From an optimization exercise on the open Yosys and OpenROAD flow, aimed at small area, a short achievable clock period and few clock cycles; shortcuts taken in it are not production practice. In this exercise RTL edits were held to simulation tests only and were not proved equivalent to the original. Power figures rest on the tool's default switching activity, not on a simulated workload.

Setup of v52:
Design wire_codec, start of the top module:
module wire_codec (
    input  wire        clk,
    input  wire        rst,             
    input  wire        start,
    input  wire [2:0]  start_op,
    input  wire [7:0]  start_n,         
    input  wire [15:0] start_cmd,       
    input  wire [7:0]  start_addr,      
    input  wire [7:0]  start_crc,       
    output wire        busy,
    input  wire        in_valid,
    input  wire [7:0]  in_data,
    output wire        in_ready,
    output reg         out_valid,
    output reg  [7:0]  out_data,
    input  wire        out_ready,
    output wire        done,
    output wire [15:0] status,
    output wire [7:0]  res_crc,
    output wire [7:0]  res_len
);
Size: roughly 75 flip-flops.
clock: 5.0 ns
lec_check: 0
cap_margin: 20
core_margin: 2
core_utilization: 30
setup_slack_margin: 3.0
slew_margin: 20
tns_end_percent: 5
standard.sh (not shown) runs the stock make flow with config.mk's settings and CLKGATE_MAP_FILE= SYNTH_SCRIPT=/design/flow/synth_recipe.tcl, a recipe that flattens the netlist after the stock synthesis.
==> flow/flow/run.sh <==
#!/bin/bash
# Standard layout, with the port buffers made from buf_2 cells instead of the smallest buffer.
set -euo pipefail
export BUFFER_PORTS_ARGS="-buffer_cell sky130_fd_sc_hd__buf_2"
bash standard.sh > standard_flow.log 2>&1
The flow did not stop early for v52: all stages ran, and the layout cleared the timing, design-rule and antenna checks.
Testbench counts of v52, summed over its fixed seeds: cycles 29,678.
For v56, these inputs were changed with respect to v52:
Settings: PLACE_DENSITY now 0.85, previously not set; SETUP_SLACK_MARGIN now 2.5, was 3.0; TNS_END_PERCENT now 0, was 5; CTS_BUF_LIST now sky130_fd_sc_hd__clkbuf_8, previously not set.
Findings:
Looking at proportion of layout cells with a drive suffix above 1, v56 sits 7.7 points lower than v52 does. Against v52 as the reference, v56 delivers a higher share of the cycle needed by the critical path after routing. v56 against v52: final standard cell count with taps included and fillers excluded fell by about 3.4%, via count rose by 25, register cell area after layout stayed essentially flat, routed wire length fell by 4.9%.
diff inputs: v56 => v23
Settings: removing PLACE_DENSITY (formerly 0.85); changing CORE_UTILIZATION from 30 to 22.
Compared to v56, the routing of v23 uses more wire. Compared with v56, v23 shows count of plain and timing-repair buffers in the layout that has gone up by a few percent. Reported leakage power, v23 vs v56: up slightly. From v56 to v23, number of sequential cells in the layout did not move at all. Re well-tap cell count: v23 is 94 up on v56. Comparing v56 and v23, the higher design area was measured on v23.
What v5 does differently from v23 at the input level:
Settings: changing CORE_UTILIZATION from 22 to 40; removing CTS_BUF_LIST (formerly sky130_fd_sc_hd__clkbuf_8); changing SETUP_SLACK_MARGIN from 2.5 to 3.0.
==> run summary <==
Row portion of the clock cycle consumed by the worst path in the final layout: v5 lower / v23 higher
NOTE: global-route usage in v5 exceeds that of v23
Met2 usage in global routing (higher): v5
Comparing die area for v5 and v23, the smaller number came from v5.

========
wire_codec again, from the RTL that the note above started with.
==> flow/config.mk <==
export PLATFORM = sky130hd
export DESIGN_NAME = wire_codec
export DESIGN_NICKNAME = wire_codec
export VERILOG_FILES = /design/flow/design.v
export SDC_FILE = /design/flow/constraint.sdc
export NUM_CORES = 4
export LEC_CHECK = 0
export CAP_MARGIN = 20
export CORE_MARGIN = 2
export CORE_UTILIZATION = 30
export CTS_BUF_LIST = sky130_fd_sc_hd__clkbuf_8
export SETUP_SLACK_MARGIN = 2.6
export SLEW_MARGIN = 20
export TNS_END_PERCENT = 0
==> flow/constraint.sdc <==
create_clock -name core_clock -period 5.0 [get_ports {clk}]
set_input_delay 1.0000 -clock core_clock [delete_from_list [all_inputs] [get_ports {clk}]]
set_output_delay 1.0000 -clock core_clock [all_outputs]
set_load 0.01 [all_outputs]
Scripts as last shown in full above: flow/flow/run.sh
The baseline completed without violations.
Testbench counts at the start, summed over its fixed seeds: cycles 29,678.
Change:
==> flow/flow/run.sh (replaced) <==
#!/bin/bash
# Standard layout, with the port buffers made from buf_1 cells instead of the smallest buffer.
set -euo pipefail
export BUFFER_PORTS_ARGS="-buffer_cell sky130_fd_sc_hd__buf_1"
bash standard.sh > standard_flow.log 2>&1
- CTS_BUF_LIST: sky130_fd_sc_hd__clkbuf_8 -> not set
- SETUP_SLACK_MARGIN: 2.6 -> 3.0
The new run produced a clean layout.
Routed wire length increases by 1.3%.
Sequential power hardly moves.
Power climbs by 12%.
Clock power rises by 58%.
Cell area falls by 0.42%.
Count of clock-buffer cells in the layout rises by 4.
Register-to-register slack is worse by 0.02 ns.
Final cell count stays flat.
Change:
==> flow/flow/run.sh (replaced) <==
#!/bin/bash
# Standard layout, with the port buffers made from buf_2 cells instead of the smallest buffer.
set -euo pipefail
export BUFFER_PORTS_ARGS="-buffer_cell sky130_fd_sc_hd__buf_2"
bash standard.sh > standard_flow.log 2>&1
- CTS_BUF_LIST: not set -> sky130_fd_sc_hd__clkbuf_8
- SETUP_SLACK_MARGIN: 3.0 -> 2.8
=> Hold slack got worse by 0.0036 ns. Synthesized cell count stays the same. Wire length goes down by 0.91%. Utilization is unchanged. Via count goes down by 0.52%. Global-route usage goes down by 0.28 points. Die area stays the same.
Change:
- CTS_BUF_LIST: sky130_fd_sc_hd__clkbuf_8 -> not set
- SETUP_SLACK_MARGIN: 2.8 -> 3.0
- The changed run finished clean
- clock skew is lower by 0.0062 ns
- final area is higher slightly
- setup slack gets better by 0.0032 ns
Change:
- SETUP_SLACK_MARGIN: 3.0 -> 3.5
Wire length stays the same; design area is unchanged; clock power barely changes.
Change:
- CORE_UTILIZATION: 30 -> 35
- CTS_BUF_LIST: not set -> sky130_fd_sc_hd__clkbuf_8
- SETUP_SLACK_MARGIN: 3.5 -> 2.5
Result:
- via count grows by 2.1%
- global-route usage grows by 2.3 points
- routed wire length grows by 1.1%
- final area shrinks by 3.1%
- sequential cell count does not change
- first-iteration DRC count grows by 2.6%
- die area shrinks by 14%
- cell count shrinks by 4.7%
- worst setup slack is worse by 0.045 ns
- critical path depth stays the same
- fmax shrinks by 1.8%

static timing again, ports no longer ideal:
Ports are ideal in the flow. The routed layouts listed here were re-timed in OpenROAD. Step 1 (the two cells are an assumption about what drives the block):
set clk [get_ports {clk}]
set_driving_cell -lib_cell sky130_fd_sc_hd__clkbuf_16 $clk
set_driving_cell -lib_cell sky130_fd_sc_hd__buf_2 [delete_from_list [all_inputs] $clk]
Step 2 times the ports against the registers' clock, not the clock port: input delays grow and output delays shrink by t, the midpoint of the rising clock arrivals with the driver on. Slacks: ideal ports / drivers / drivers and shift; pairs: ideal ports / drivers.
| run | t, ns | setup slack, ns | slew at the worst register clock pin (ns) | worst slew at a driven data input, ns |
|---|---|---|---|---|
| v52 | 0.378 | 2.583 / 2.540 / 2.253 | 0.06 / 0.06 | 0.06 |
| v56 | 0.395 | 2.423 / 2.437 / 2.042 | 0.08 / 0.08 | 0.05 |
| v23 | 0.405 | 2.499 / 2.486 / 2.099 | 0.08 / 0.08 | 0.05 |
| v5 | 0.374 | 2.550 / 2.508 / 2.189 | 0.06 / 0.06 | 0.06 |
| the first run of note 2 | 0.397 | 2.538 / 2.507 / 2.176 | 0.09 / 0.09 | 0.07 |
| the second run of note 2 | 0.379 | 2.547 / 2.504 / 2.190 | 0.06 / 0.06 | 0.06 |
| the third run of note 2 | 0.399 | 2.549 / 2.509 / 2.160 | 0.09 / 0.09 | 0.07 |
| the fourth run of note 2 | 0.389 | 2.553 / 2.512 / 2.195 | 0.06 / 0.06 | 0.06 |
| the fifth run of note 2 | 0.389 | 2.553 / 2.512 / 2.195 | 0.06 / 0.06 | 0.06 |
| the sixth run of note 2 | 0.396 | 2.508 / 2.489 / 2.137 | 0.09 / 0.09 | 0.04 |
After both steps setup and hold are still met in every run listed. The setup slack of v23, which loses most, moves by -0.013 ns with the drivers and by -0.400 ns with both steps.
